From an optimization exercise on the open Yosys and OpenROAD flow, aimed at small area; shortcuts taken in it are not production practice.
Only simulation tests tie the RTL to the original design; equivalence was not proved.
Power figures rest on the tool's default switching activity, not on a simulated workload.

// fgtc
module fgtc #(
    parameter [6:0]  P_DEV_ADDR      = 7'h36,
    parameter [7:0]  P_RA_RCOMP0     = 8'h38,
    parameter [7:0]  P_RA_TEMPCO     = 8'h39,
    parameter [7:0]  P_RA_FULLCAPREP = 8'h10,
    parameter [7:0]  P_RA_CYCLES     = 8'h17,
    parameter [7:0]  P_RA_FULLCAPNOM = 8'h23,
    parameter [15:0] P_SETTLE_MS     = 16'd10,
    parameter [15:0] P_POLL_MS       = 16'd1
) (
    input             clk,
    input             rst,           
    input             host_we,
    input      [5:0]  host_addr,
    input      [15:0] host_wdata,
    output     [15:0] host_rdata,
    output            irq,
    output            bus_req,
    output     [2:0]  bus_kind,
    output     [7:0]  bus_byte,
    input             bus_ack,
    input      [7:0]  bus_st,
    input      [7:0]  bus_d,
    output            nv_req,
    output            nv_we,
    output     [15:0] nv_addr,
    output     [15:0] nv_wdata,
    input             nv_ack,
    input      [15:0] nv_rdata,
    input             ms_tick
);
Settings: LEC_CHECK=0, CAP_MARGIN=20, CORE_MARGIN=2, CORE_UTILIZATION=40, SLEW_MARGIN=20, SYNTH_HIERARCHICAL=1; clock period 10.0 ns.
standard.sh (not shown) runs the stock make flow with config.mk's settings and CLKGATE_MAP_FILE= SYNTH_SCRIPT=/design/flow/synth_recipe.tcl, a recipe that flattens the netlist after the stock synthesis.
==> flow/flow/run.sh <==
#!/bin/bash
# Own layout flow: the standard ORFS flow (standard.sh) with two changes,
# passed to the ORFS scripts through the environment variables they read:
#   - port buffering (global_place.tcl, buffer_ports) uses sky130_fd_sc_hd__buf_1;
#   - clock tree synthesis (cts.tcl) clusters at most 14 sinks within 60 um per
#     sky130_fd_sc_hd__clkbuf_8 leaf buffer and inserts no dummy loads.
# Synthesis, floorplan, power grid, tap cells, placement, timing repair and
# routing are the standard flow's.  make's full output goes to standard.log in
# this folder; ORFS keeps each step's own log under orfs/logs/.
set -euo pipefail
export BUFFER_PORTS_ARGS="-buffer_cell sky130_fd_sc_hd__buf_1"
export CTS_ARGS="-sink_clustering_enable -repair_clock_nets -dont_use_dummy_load -buf_list sky130_fd_sc_hd__clkbuf_8 -sink_clustering_size 14 -sink_clustering_max_diameter 60"
bash standard.sh > standard.log 2>&1
Rerun with:
--- a/flow/design.v
+++ b/flow/design.v
@@ -87,17 +87,17 @@
     reg  [2:0]  state;
     reg  [4:0]  pc;
     reg  [2:0]  ph;
     reg  [3:0]  xi;           
     reg  [2:0]  kk;           
     reg  [3:0]  steps;
     reg         err;
     reg  [7:0]  p_lo;
-    reg  [63:16] stage;       
+    reg  [63:0] stage;        
     reg         rdy;          
     reg  [5:0]  iaddr_q;      
     wire busy = (state != S_IDLE);
     wire [3:0] op  = cmd[15:12];
     wire [2:0] sub = cmd[2:0];
     wire op_start = (op == 4'h1);
     wire op_stopc = (op == 4'h5);
     wire op_xfer  = (op == 4'h6);
@@ -137,19 +137,17 @@
             default: begin
                 case (pc)
                     P_VB:    iaddr = 6'h0D;                          
                     P_PC:    iaddr = 6'h0E;                          
                     P_PB:    iaddr = 6'h0B;                          
                     P_VD:    iaddr = 6'h05;                          
                     P_E2:    iaddr = 6'h2D;                          
                     P_DEC:   iaddr = 6'h0B;                          
-                    P_E1:    iaddr = 6'h20;                          
-                    P_E3:    iaddr = 6'h20;                          
-                    default: iaddr = 6'h2D;                          
+                    default: iaddr = 6'h20;                          
                 endcase
             end
         endcase
     end
     wire [5:0] raddr = !busy ? host_addr
                      : (state == S_PH || state == S_NV) ? iaddr_q : iaddr;
     always @(posedge clk) begin
         iaddr_q <= iaddr;
@@ -523,17 +521,17 @@
     wire [15:0]  cmd_d, wdata_d, pmask_d, pollmax_d, settle_d, pollivl_d, dcap_d;
     wire [6:0]   target_d, devaddr_d;
     wire [127:0] txbuf_d, rxbuf_d;
     wire [39:0]  ra_d;
     wire [15:1]  nvbase_d;
     wire [7:0]   rxbyte_d, busstat_d, p_lo_d;
     wire [15:0]  rdata_d, pollcnt_d;
     wire [10:0]  errinfo_d;
-    wire [63:16] stage_d;
+    wire [63:0]  stage_d;
     wire [79:0]  cache_d;
     rg #(2)  u_ctrl    (.e(hsel[6'h00] & nrst), .h(!hsel[6'h00] & nrst), .c(1'b0),
                         .s(hwd[1:0]),  .q({ctrl_as, ctrl_ie}), .d(ctrl_d));
     rg #(16) u_cmd     (.e(accept & nrst), .h(!accept & nrst), .c(1'b0),
                         .s(hwd),       .q(cmd),     .d(cmd_d));
     rg #(7)  u_target  (.e(hsel[6'h03] & nrst), .h(!hsel[6'h03] & nrst), .c(1'b0),
                         .s(hwd[6:0]),  .q(target),  .d(target_d));
     rg #(7, P_DEV_ADDR) u_devaddr (.e(hsel[6'h04] & nrst), .h(!hsel[6'h04] & nrst), .c(rst_all),
@@ -574,44 +572,41 @@
                           .s(bus_d), .q(rxbuf[gi*8 +: 8]), .d(rxbuf_d[gi*8 +: 8]));
         end
     endgenerate
     wire l_rxbyte = rx_good && prim;
     wire l_bstat  = ph_ack && (ph != K_STOP);
     wire l_rdata  = rxn_priv && !op_lp;
     wire l_plo    = rx_good && (ph == K_RXACK) && priv;
     wire l_einfo  = accept || ph_fail;
-    wire l_pinc   = seq && pc == P_PB;
-    wire l_pclr   = accept || ((state == S_SEQ) && err && op_lp);
-    wire l_pcnt   = l_pclr || l_pinc || sh_stage;
+    wire l_pcnt   = accept || (seq && pc == P_PB);
     wire l_st3    = sh_stage || ld_w;
     wire l_c3     = sh_cache || ld_c3;
     rg #(8)  u_rxbyte  (.e(l_rxbyte & nrst), .h(!l_rxbyte & nrst), .c(1'b0),
                         .s(bus_d), .q(rxbyte), .d(rxbyte_d));
     rg #(8)  u_busstat (.e(l_bstat & nrst), .h(!l_bstat & nrst), .c(1'b0),
                         .s(bus_st), .q(busstat), .d(busstat_d));
     rg #(16) u_rdata   (.e(l_rdata & nrst), .h(!l_rdata & nrst), .c(1'b0),
                         .s(rx_word), .q(rdata), .d(rdata_d));
     rg #(8)  u_plo     (.e(l_plo & nrst), .h(!l_plo & nrst), .c(1'b0),
                         .s(bus_d), .q(p_lo), .d(p_lo_d));
     rg #(11) u_einfo   (.e(l_einfo & !accept & nrst), .h(!l_einfo & nrst), .c(1'b0),
                         .s({xi, steps, ph + 3'd1}), .q(errinfo), .d(errinfo_d));
-    rg2 #(16) u_pcnt   (.e1(l_pinc & !l_pclr & nrst), .s1(pollcnt_inc),
-                        .e2(sh_stage & !l_pclr & nrst), .s2(stage[31:16]),
-                        .h(!l_pcnt & nrst), .q(pollcnt), .d(pollcnt_d));
-    rg #(32) u_stage   (.e(sh_stage & nrst), .h(!sh_stage & nrst), .c(1'b0),
-                        .s(stage[63:32]), .q(stage[47:16]), .d(stage_d[47:16]));
+    rg #(16) u_pcnt    (.e(l_pcnt & !accept & nrst), .h(!l_pcnt & nrst), .c(1'b0),
+                        .s(pollcnt_inc), .q(pollcnt), .d(pollcnt_d));
+    rg #(48) u_stage   (.e(sh_stage & nrst), .h(!sh_stage & nrst), .c(1'b0),
+                        .s(stage[63:16]), .q(stage[47:0]), .d(stage_d[47:0]));
     rg #(16) u_stage3  (.e(l_st3 & nrst), .h(!l_st3 & nrst), .c(1'b0),
                         .s(st_in), .q(stage[63:48]), .d(stage_d[63:48]));
     rg #(48) u_cache   (.e(sh_cache & nrst), .h(!sh_cache & nrst), .c(1'b0),
                         .s(cache[63:16]), .q(cache[47:0]), .d(cache_d[47:0]));
     rg2 #(16) u_cache3 (.e1(sh_cache & nrst), .s1(cache[79:64]),
                         .e2(ld_c3 & !sh_cache & nrst), .s2(rx_word),
                         .h(!l_c3 & nrst), .q(cache[63:48]), .d(cache_d[63:48]));
-    rg2 #(16) u_cache4 (.e1(sh_cache & !rot & nrst), .s1(pollcnt),
+    rg2 #(16) u_cache4 (.e1(sh_cache & !rot & nrst), .s1(stage[15:0]),
                         .e2(sh_cache & rot & nrst), .s2(cache[15:0]),
                         .h(!sh_cache & nrst), .q(cache[79:64]), .d(cache_d[79:64]));
     always @(posedge clk) begin
         {ctrl_as, ctrl_ie} <= ctrl_d;
         cmd     <= cmd_d;
         target  <= target_d;
         devaddr <= devaddr_d;
         wdata   <= wdata_d;
The new run went through all stages and came out clean.
Cell area rises slightly.
Area after synthesis rises slightly.
Hold slack got worse by 0.038 ns.
Die area rises slightly.
Global-route usage rises by 0.85 points.
Combinational power rises by roughly a tenth.
Sequential cell count rises by 11.

==> re-timing with driven ports <==
In the flow no input, the clock included, has a driving cell. The finished layouts below were timed again as built, in two steps.
Step 1: set_driving_cell puts a clkbuf_16 on clk and a buf_2 on each other input, an assumption about the parent block.
Step 2 adds t to the input delays and takes it off the output delays; t is the mean of the earliest and latest rising clock arrival at the registers after step 1. Input paths then give back, and output paths get back, about the clock's delay inside the block.
Three values: no drivers, after step 1, after step 2; two values: the first two.
run	t (ns)	setup WS [ns]	hold slack, ns	slew at the worst register clock pin (ns)
the first run	0.770	0.829 / 0.793 / 0.224	0.475 / 0.475 / 0.475	0.10 / 0.10
the second run	0.738	0.429 / 0.367 / 0.367	0.437 / 0.437 / 0.437	0.10 / 0.10
After both steps setup and hold are still met in every run listed. The setup slack of the first run, which loses most, moves by -0.036 ns with the drivers and by -0.605 ns with both steps.
